Background: an optimization exercise with open tools, aiming at small area, a short achievable clock period and few clock cycles. Do not read the settings as production practice. Where RTL was checked, it was by simulation tests only, not by an equivalence proof against the original. No activity file was given, so power comes from the tool's default toggle rates.

== the previous run ==
// wire_codec
module wire_codec (
    input  wire        clk,
    input  wire        rst,             
    input  wire        start,
    input  wire [2:0]  start_op,
    input  wire [7:0]  start_n,         
    input  wire [15:0] start_cmd,       
    input  wire [7:0]  start_addr,      
    input  wire [7:0]  start_crc,       
    output wire        busy,
    input  wire        in_valid,
    input  wire [7:0]  in_data,
    output wire        in_ready,
    output reg         out_valid,
    output reg  [7:0]  out_data,
    input  wire        out_ready,
    output wire        done,
    output wire [15:0] status,
    output wire [7:0]  res_crc,
    output wire [7:0]  res_len
);
    localparam [2:0] OP_CRC_GEN   = 3'd0,
                     OP_CRC_CHECK = 3'd1,
                     OP_I2C_WRITE = 3'd2,
                     OP_I2C_READ  = 3'd3,
                     OP_SHDLC_TX  = 3'd4;
    function [7:0] crc_step;
        input [7:0] acc;
        input [7:0] b;
        integer k;
        reg [7:0] a;
        begin
            a = acc ^ b;
            for (k = 0; k < 8; k = k + 1) begin
                if (a[7]) a = {a[6:0], 1'b0} ^ 8'h31;
                else      a = {a[6:0], 1'b0};
            end
            crc_step = a;
        end
  ...
Size in the first run: about 75 flip-flops, ~100 I/O pins, roughly 5200 sq um of cells after synthesis.
==> flow/config.mk <==
export PLATFORM = sky130hd
export DESIGN_NAME = wire_codec
export DESIGN_NICKNAME = wire_codec
export VERILOG_FILES = /design/flow/design.v
export SDC_FILE = /design/flow/constraint.sdc
export NUM_CORES = 4
export LEC_CHECK = 0
export CAP_MARGIN = 20
export CORE_MARGIN = 2
export CORE_UTILIZATION = 30
export SETUP_SLACK_MARGIN = 3.0
export SLEW_MARGIN = 20
export TNS_END_PERCENT = 0
==> flow/constraint.sdc <==
create_clock -name core_clock -period 5.0 [get_ports {clk}]
set_input_delay 1.0000 -clock core_clock [delete_from_list [all_inputs] [get_ports {clk}]]
set_output_delay 1.0000 -clock core_clock [all_outputs]
set_load 0.01 [all_outputs]
standard.sh (not shown) runs the stock make flow with config.mk's settings and CLKGATE_MAP_FILE= SYNTH_SCRIPT=/design/flow/synth_recipe.tcl, a recipe that flattens the netlist after the stock synthesis.
==> flow/flow/run.sh <==
#!/bin/bash
# Standard layout, with the port buffers made from buf_4 cells instead of the smallest buffer.
set -euo pipefail
export BUFFER_PORTS_ARGS="-buffer_cell sky130_fd_sc_hd__buf_4"
bash standard.sh > standard_flow.log 2>&1
For the current run, these inputs were changed with respect to the previous run:
-- flow/design.v --
<<< the previous run, line 50
            end
            crc_unstep = a;
        end
    endfunction
    function [7:0] sub8;
        input [7:0] a;
        input [7:0] b;
        integer i, d;
        reg [8:0] g, p, g2, p2;
        begin
            g = {a & ~b, 1'b1};
            p = {a ^ ~b, 1'b0};
            for (d = 1; d < 9; d = d * 2) begin
                g2 = g; p2 = p;
                for (i = d; i < 9; i = i + 1) begin
                    g2[i] = g[i] | (p[i] & g[i - d]);
                    p2[i] = p[i] & p[i - d];
                end
                g = g2; p = p2;
            end
            sub8 = (a ^ ~b) ^ g[7:0];
        end
    endfunction
>>> the current run, line 50
            end
            crc_unstep = a;
        end
    endfunction
<<< the previous run, line 180
    wire n_tchk = (s_th2 && t_go && cnt0) || (s_tpay && t_go && cnt1) || (s_tchk && !t_go);
    wire n_teof = (s_tchk && t_go) || (s_teof && !eof_go);
    wire ir_any_d = n_crc || n_rlo || (n_rcrc && bad);
    wire ir_out_d = n_whi || n_wlo || n_rhi || (n_rcrc && !bad) || (n_tpay && !esc_d);
    always @(posedge clk) begin
        if (of)
>>> the current run, line 161
    wire n_tchk = (s_th2 && t_go && cnt0) || (s_tpay && t_go && cnt1) || (s_tchk && !t_go);
    wire n_teof = (s_tchk && t_go) || (s_teof && !eof_go);
    wire ir_any_d = n_crc || n_rlo || (n_rhi && !lo_pend_d) || (n_rcrc && bad_d)
                  || (((n_whi || n_wlo || (n_rcrc && !bad_d && !lo_pend_d) || (n_rhi && lo_pend_d))
                       && !out_valid_d) || (n_tpay && !esc_d && !out_valid_d));
    wire ir_out_d = n_whi || n_wlo || (n_rcrc && !bad_d && !lo_pend_d) || (n_rhi && lo_pend_d)
                  || (n_tpay && !esc_d);
    always @(posedge clk) begin
        if (of)
<<< the previous run, line 212
            acc <= 8'hFF;
        else if (take || (s_thdr && t_go))
            acc <= (s_thdr | s_tpay) ? sub8(acc, s_tpay ? in_data : p0) : crc_out;
        if (accept)
            p0 <= a_tx ? start_addr : start_cmd[7:0];
>>> the current run, line 196
            acc <= 8'hFF;
        else if (take || (s_thdr && t_go))
            acc <= (s_thdr | s_tpay) ? acc - (s_tpay ? in_data : p0) : crc_out;
        if (accept)
            p0 <= a_tx ? start_addr : start_cmd[7:0];
Findings:
- Diff the previous run -> the current run: post-route total power fell by about 3%; proportion of power drawn by combinational gates saw a decrease; buffering overhead moved up; sequential share of layout area saw a decrease.
- Diff the current run..the previous run | overall routing resource usage | negligible
No functional check of the RTL was part of any run of this note.

========
The RTL this note starts from:
==> flow/design.v <==
module wire_codec (
    input  wire        clk,
    input  wire        rst,             
    input  wire        start,
    input  wire [2:0]  start_op,
    input  wire [7:0]  start_n,         
    input  wire [15:0] start_cmd,       
    input  wire [7:0]  start_addr,      
    input  wire [7:0]  start_crc,       
    output wire        busy,
    input  wire        in_valid,
    input  wire [7:0]  in_data,
    output wire        in_ready,
    output reg         out_valid,
    output reg  [7:0]  out_data,
    input  wire        out_ready,
    output wire        done,
    output wire [15:0] status,
    output wire [7:0]  res_crc,
    output wire [7:0]  res_len
);
    localparam [2:0] OP_CRC_GEN   = 3'd0,
                     OP_CRC_CHECK = 3'd1,
                     OP_I2C_WRITE = 3'd2,
                     OP_I2C_READ  = 3'd3,
                     OP_SHDLC_TX  = 3'd4;
    function [7:0] crc_step;
        input [7:0] acc;
        input [7:0] b;
        integer k;
        reg [7:0] a;
        begin
            a = acc ^ b;
            for (k = 0; k < 8; k = k + 1) begin
                if (a[7]) a = {a[6:0], 1'b0} ^ 8'h31;
                else      a = {a[6:0], 1'b0};
            end
            crc_step = a;
        end
    endfunction
    function [7:0] crc_unstep;
        input [7:0] e;
        integer k;
        reg [7:0] a;
        begin
            a = e;
            for (k = 0; k < 8; k = k + 1) begin
                if (a[0]) a = {1'b1, a[7:1] ^ 7'h18};
                else      a = {1'b0, a[7:1]};
            end
            crc_unstep = a;
        end
    endfunction
    function [7:0] sub8;
        input [7:0] a;
        input [7:0] b;
        integer i, d;
        reg [8:0] g, p, g2, p2;
        begin
            g = {a & ~b, 1'b1};
            p = {a ^ ~b, 1'b0};
            for (d = 1; d < 9; d = d * 2) begin
                g2 = g; p2 = p;
                for (i = d; i < 9; i = i + 1) begin
                    g2[i] = g[i] | (p[i] & g[i - d]);
                    p2[i] = p[i] & p[i - d];
                end
                g = g2; p = p2;
            end
            sub8 = (a ^ ~b) ^ g[7:0];
        end
    endfunction
    function is_reserved;
        input [7:0] b;
        begin
            is_reserved = !b[7] && b[4] &&
                          (( b[6] &&  b[5] &&  b[3] &&  b[2] && (b[1] ^ b[0])) ||
                           (!b[6] && !b[5] && !b[3] && !b[2] && b[0]));
        end
    endfunction
    reg s_fin;             
    reg s_crc;             
    reg s_wcmd;            
    reg s_whi, s_wlo;      
    reg s_wcrc;            
    reg s_rhi, s_rlo;      
    reg s_rcrc;            
    reg s_th0, s_th1, s_th2;  
    reg s_tpay;            
    reg s_tchk;            
    reg s_teof;            
    reg       bz_any;      
    reg       dn_any;      
    reg       dn_out;      
    reg       ir_any;      
    reg       ir_out;      
    reg [7:0] cnt;         
    reg [7:0] acc;         
    reg [7:0] p0, p1;      
    reg       chk;         
    reg       bad;         
    reg       bcnt;        
    reg       lo_pend;     
    reg       esc;         
    reg       esc6, esc1;  
    reg [5:0] nlen;        
    reg       inc;         
    assign status  = {14'd0, bcnt, bad};
    assign res_crc = acc;
    assign res_len = {1'b0, nlen, 1'b0};
    wire of      = !out_valid || out_ready;    
    wire fin_now = s_fin && !lo_pend && of;    
    assign busy     = bz_any && !(dn_out && out_ready);
    assign done     = dn_any || (dn_out && out_ready);
    assign in_ready = ir_any || (ir_out && out_ready);
    wire s_thdr = s_th0 | s_th1 | s_th2;
    wire take   = in_valid && in_ready;
    wire accept = start && !busy;
    wire sidle  = !bz_any || dn_out;
    wire sacc   = start && sidle;
    wire a_crc  = (start_op == OP_CRC_GEN) || (start_op == OP_CRC_CHECK);
    wire a_chk  = (start_op == OP_CRC_CHECK);
    wire a_i2c  = (start_op == OP_I2C_WRITE) || (start_op == OP_I2C_READ);
    wire a_wr   = (start_op == OP_I2C_WRITE);
    wire a_rd   = (start_op == OP_I2C_READ);
    wire a_tx   = (start_op == OP_SHDLC_TX);
    wire a_bcnt = a_i2c && (start_n[0] || (start_n > 8'd64));
    wire cnt0   = (cnt == 8'd0);
    wire cnt1   = (cnt == 8'd1);
    wire [7:0] crc_x   = acc ^ in_data;
    wire [7:0] crc_out = crc_step(acc, in_data);
    wire       match   = (crc_x == 8'd0);    
    wire       chk_eq  = (crc_x == p1);      
    wire [7:0] data_byte = ({8{s_wcmd | s_thdr | s_rcrc}} & p0)
                         | ({8{s_whi | s_wlo | s_tpay}} & in_data)
                         | ({8{s_wcrc | s_tchk}} & acc)
                         | ({8{sidle}} & start_cmd[15:8]);
    wire       t_res     = (s_thdr && is_reserved(p0))
                         | (s_tpay && is_reserved(in_data))
                         | (s_tchk && is_reserved(acc));
    wire       k_7e      = s_teof || sidle;
    wire [7:0] k_byte    = esc ? {1'b0, esc6, !esc6, 1'b1, esc6, esc6, esc1, !(esc6 && esc1)}
                               : {6'b011111, k_7e, !k_7e};
    wire       use_k     = esc || s_teof || (sidle && a_tx) || t_res;
    wire [7:0] b1        = use_k ? k_byte : data_byte;
    wire t_go   = !esc && (s_tpay ? take : ((s_thdr | s_tchk) && of));
    wire eof_go = !esc && s_teof && of;
    wire esc_go = esc && of;
    wire r_take = s_rcrc && take;
    wire r_ok   = r_take && !bad && match;
    wire lo_go  = lo_pend && of;
    wire produce = (accept && ((a_wr && !a_bcnt) || a_tx))
                 | ((s_wcmd | s_wcrc) && of)
                 | (take && (s_whi | s_wlo))
                 | t_go | eof_go | esc_go | r_ok | lo_go;
    wire r_last  = r_take && cnt1;
    wire finish  = (s_crc && ((take && cnt1) || cnt0))
                 | (s_rhi && cnt0)
                 | (r_last && !r_ok && !lo_pend);
    wire to_fin  = (accept && a_bcnt)
                 | (s_wcmd && of && cnt0)
                 | (s_wcrc && of && cnt1)
                 | (r_last && (r_ok || lo_pend))
                 | eof_go
                 | (s_fin && !fin_now);
    wire out_valid_d = produce || (out_valid && !out_ready);
    wire lo_pend_d   = r_ok || (lo_pend && !of);
    wire esc_d       = t_go ? t_res : (esc && !esc_go);
    wire bad_d = accept ? (a_chk && start_crc != 8'hFF)
               : (s_crc && take) ? (chk && !chk_eq)
               : (bad || (r_take && !match));
    wire n_crc  = (accept && a_crc) || (s_crc && !finish);
    wire n_wcmd = (accept && a_wr && !a_bcnt) || (s_wcmd && !of);
    wire n_whi  = (s_wcmd && of && !cnt0) || (s_wcrc && of && !cnt1) || (s_whi && !take);
    wire n_wlo  = (s_whi && take) || (s_wlo && !take);
    wire n_wcrc = (s_wlo && take) || (s_wcrc && !of);
    wire n_rhi  = (accept && a_rd && !a_bcnt) || (s_rhi && !take && !cnt0) || (r_take && !cnt1);
    wire n_rlo  = (s_rhi && take) || (s_rlo && !take);
    wire n_rcrc = (s_rlo && take) || (s_rcrc && !take);
    wire n_th0  = (accept && a_tx) || (s_th0 && !t_go);
    wire n_th1  = (s_th0 && t_go) || (s_th1 && !t_go);
    wire n_th2  = (s_th1 && t_go) || (s_th2 && !t_go);
    wire n_tpay = (s_th2 && t_go && !cnt0) || (s_tpay && !(t_go && cnt1));
    wire n_tchk = (s_th2 && t_go && cnt0) || (s_tpay && t_go && cnt1) || (s_tchk && !t_go);
    wire n_teof = (s_tchk && t_go) || (s_teof && !eof_go);
    wire ir_any_d = n_crc || n_rlo || (n_rcrc && bad);
    wire ir_out_d = n_whi || n_wlo || n_rhi || (n_rcrc && !bad) || (n_tpay && !esc_d);
    always @(posedge clk) begin
        if (of)
            out_data <= lo_go ? p0 : b1;
        out_valid <= out_valid_d;
        lo_pend   <= lo_pend_d;
        bz_any <= (accept || (busy && !finish)) && !(to_fin && !lo_pend_d && !out_valid_d);
        dn_any <= finish || (to_fin && !lo_pend_d && !out_valid_d);
        dn_out <= to_fin && !lo_pend_d;
        s_fin  <= to_fin;
        s_crc  <= n_crc;
        s_wcmd <= n_wcmd;
        s_whi  <= n_whi;
        s_wlo  <= n_wlo;
        s_wcrc <= n_wcrc;
        s_rhi  <= n_rhi;
        s_rlo  <= n_rlo;
        s_rcrc <= n_rcrc;
        s_th0  <= n_th0;
        s_th1  <= n_th1;
        s_th2  <= n_th2;
        s_tpay <= n_tpay;
        s_tchk <= n_tchk;
        s_teof <= n_teof;
        ir_any <= ir_any_d;
        ir_out <= ir_out_d;
        bad    <= bad_d;
        esc    <= esc_d;
        if (sacc || (s_wcrc && of) || r_take)
            acc <= 8'hFF;
        else if (take || (s_thdr && t_go))
            acc <= (s_thdr | s_tpay) ? sub8(acc, s_tpay ? in_data : p0) : crc_out;
        if (sacc)
            p0 <= a_tx ? start_addr : start_cmd[7:0];
        else if ((s_rhi && take) || (s_thdr && t_go) || r_ok)
            p0 <= s_rhi ? in_data : p1;
        if (sacc)
            p1 <= a_chk ? crc_unstep(start_crc) : start_cmd[7:0];
        else if ((s_rlo && take) || (s_thdr && t_go))
            p1 <= s_thdr ? cnt : in_data;
        if (sacc)
            cnt <= a_i2c ? {1'b0, start_n[7:1]} : start_n;
        else if ((take && (s_crc | s_rcrc | s_tpay)) || (s_wcrc && of))
            cnt <= cnt - 8'd1;
        if (sacc)
            chk  <= a_chk;
        if (accept) begin
            bcnt <= a_bcnt;
            nlen <= 6'd0;
        end else if (inc)
            nlen <= nlen + 6'd1;
        inc <= r_ok;
        if (t_go) begin
            esc6 <= data_byte[6];
            esc1 <= data_byte[1];
        end
        if (rst) begin
            bz_any    <= 1'b0;
            dn_any    <= 1'b0;
            dn_out    <= 1'b0;
            ir_any    <= 1'b0;
            ir_out    <= 1'b0;
            out_valid <= 1'b0;
            lo_pend   <= 1'b0;
            esc       <= 1'b0;
            inc       <= 1'b0;
            s_fin     <= 1'b0;
            s_crc     <= 1'b0;
            s_wcmd    <= 1'b0;
            s_whi     <= 1'b0;
            s_wlo     <= 1'b0;
            s_wcrc    <= 1'b0;
            s_rhi     <= 1'b0;
            s_rlo     <= 1'b0;
            s_rcrc    <= 1'b0;
            s_th0     <= 1'b0;
            s_th1     <= 1'b0;
            s_th2     <= 1'b0;
            s_tpay    <= 1'b0;
            s_tchk    <= 1'b0;
            s_teof    <= 1'b0;
        end
    end
endmodule
==> flow/config.mk <==
export PLATFORM = sky130hd
export DESIGN_NAME = wire_codec
export DESIGN_NICKNAME = wire_codec
export VERILOG_FILES = /design/flow/design.v
export SDC_FILE = /design/flow/constraint.sdc
export NUM_CORES = 4
export LEC_CHECK = 0
export CAP_MARGIN = 20
export CORE_MARGIN = 2
export CORE_UTILIZATION = 30
export SETUP_SLACK_MARGIN = 3.0
export SLEW_MARGIN = 20
export TNS_END_PERCENT = 0
==> flow/constraint.sdc <==
create_clock -name core_clock -period 5.0 [get_ports {clk}]
set_input_delay 1.0000 -clock core_clock [delete_from_list [all_inputs] [get_ports {clk}]]
set_output_delay 1.0000 -clock core_clock [all_outputs]
set_load 0.01 [all_outputs]
==> flow/flow/run.sh <==
#!/bin/bash
# Standard layout, with the port buffers made from buf_2 cells instead of the smallest buffer.
set -euo pipefail
export BUFFER_PORTS_ARGS="-buffer_cell sky130_fd_sc_hd__buf_2"
bash standard.sh > standard_flow.log 2>&1
Testbench counts at the start, summed over its fixed seeds: cycles 29,678.
Then changed:
--- a/flow/design.v
+++ b/flow/design.v
@@ -35,21 +35,8 @@
                 if (a[7]) a = {a[6:0], 1'b0} ^ 8'h31;
                 else      a = {a[6:0], 1'b0};
             end
             crc_step = a;
-        end
-    endfunction
-    function [7:0] crc_unstep;
-        input [7:0] e;
-        integer k;
-        reg [7:0] a;
-        begin
-            a = e;
-            for (k = 0; k < 8; k = k + 1) begin
-                if (a[0]) a = {1'b1, a[7:1] ^ 7'h18};
-                else      a = {1'b0, a[7:1]};
-            end
-            crc_unstep = a;
         end
     endfunction
     function [7:0] sub8;
         input [7:0] a;
@@ -129,9 +116,9 @@
     wire cnt1   = (cnt == 8'd1);
     wire [7:0] crc_x   = acc ^ in_data;
     wire [7:0] crc_out = crc_step(acc, in_data);
     wire       match   = (crc_x == 8'd0);    
-    wire       chk_eq  = (crc_x == p1);      
+    wire       chk_eq  = (crc_out == p1);    
     wire [7:0] data_byte = ({8{s_wcmd | s_thdr | s_rcrc}} & p0)
                          | ({8{s_whi | s_wlo | s_tpay}} & in_data)
                          | ({8{s_wcrc | s_tchk}} & acc)
                          | ({8{sidle}} & start_cmd[15:8]);
@@ -220,9 +207,9 @@
             p0 <= a_tx ? start_addr : start_cmd[7:0];
         else if ((s_rhi && take) || (s_thdr && t_go) || r_ok)
             p0 <= s_rhi ? in_data : p1;
         if (sacc)
-            p1 <= a_chk ? crc_unstep(start_crc) : start_cmd[7:0];
+            p1 <= a_chk ? start_crc : start_cmd[7:0];
         else if ((s_rlo && take) || (s_thdr && t_go))
             p1 <= s_thdr ? cnt : in_data;
         if (sacc)
             cnt <= a_i2c ? {1'b0, start_n[7:1]} : start_n;
=> The new run produced a clean layout. Sequential share of layout area goes down by 1.0 points. Global-route usage goes up by 0.78 points. Wire length goes up by 5.2%. Synthesized area goes down by 0.92%. Clock-buffer cell count goes down by 1. Setup slack gets worse by 6.1 ps. Combinational power goes up by 26%. Register-to-register slack gets better by 40 ps. Total power goes up by 14%. Worst hold slack stays flat. Cell area goes up by 3.6%. Utilization goes up by 2.3 points. Via count goes up by 2.6%.
For the second run of this note, only the layout was checked, not whether the RTL still works.

==> separate check: timing with driven ports <==
No port has a modelled driver above. Below, the same layouts with a new extraction and two added sets of constraints. Step 1: set_driving_cell puts a clkbuf_16 on clk and a buf_2 on each other input, an assumption about the parent block. Step 2 also shifts input and output timing later by t, the mid clock arrival at the registers, as if the neighbouring blocks saw the same clock. a / b / c = ideal / step 1 / step 2; a / b = the first two.
run	t (ns)	setup slack, ns	worst slew at a driven data input, ns
the previous run	0.378	2.404 / 2.399 / 2.022	0.06
the current run	0.386	2.333 / 2.332 / 1.963	0.04
the first run of note 2	0.389	2.553 / 2.512 / 2.195	0.06
the second run of note 2	0.389	2.546 / 2.521 / 2.151	0.06
After both steps every run listed still meets setup and hold. For the second run of note 2, which loses most, drivers alone change the setup slack by -0.025 ns; drivers and shift together by -0.395 ns.
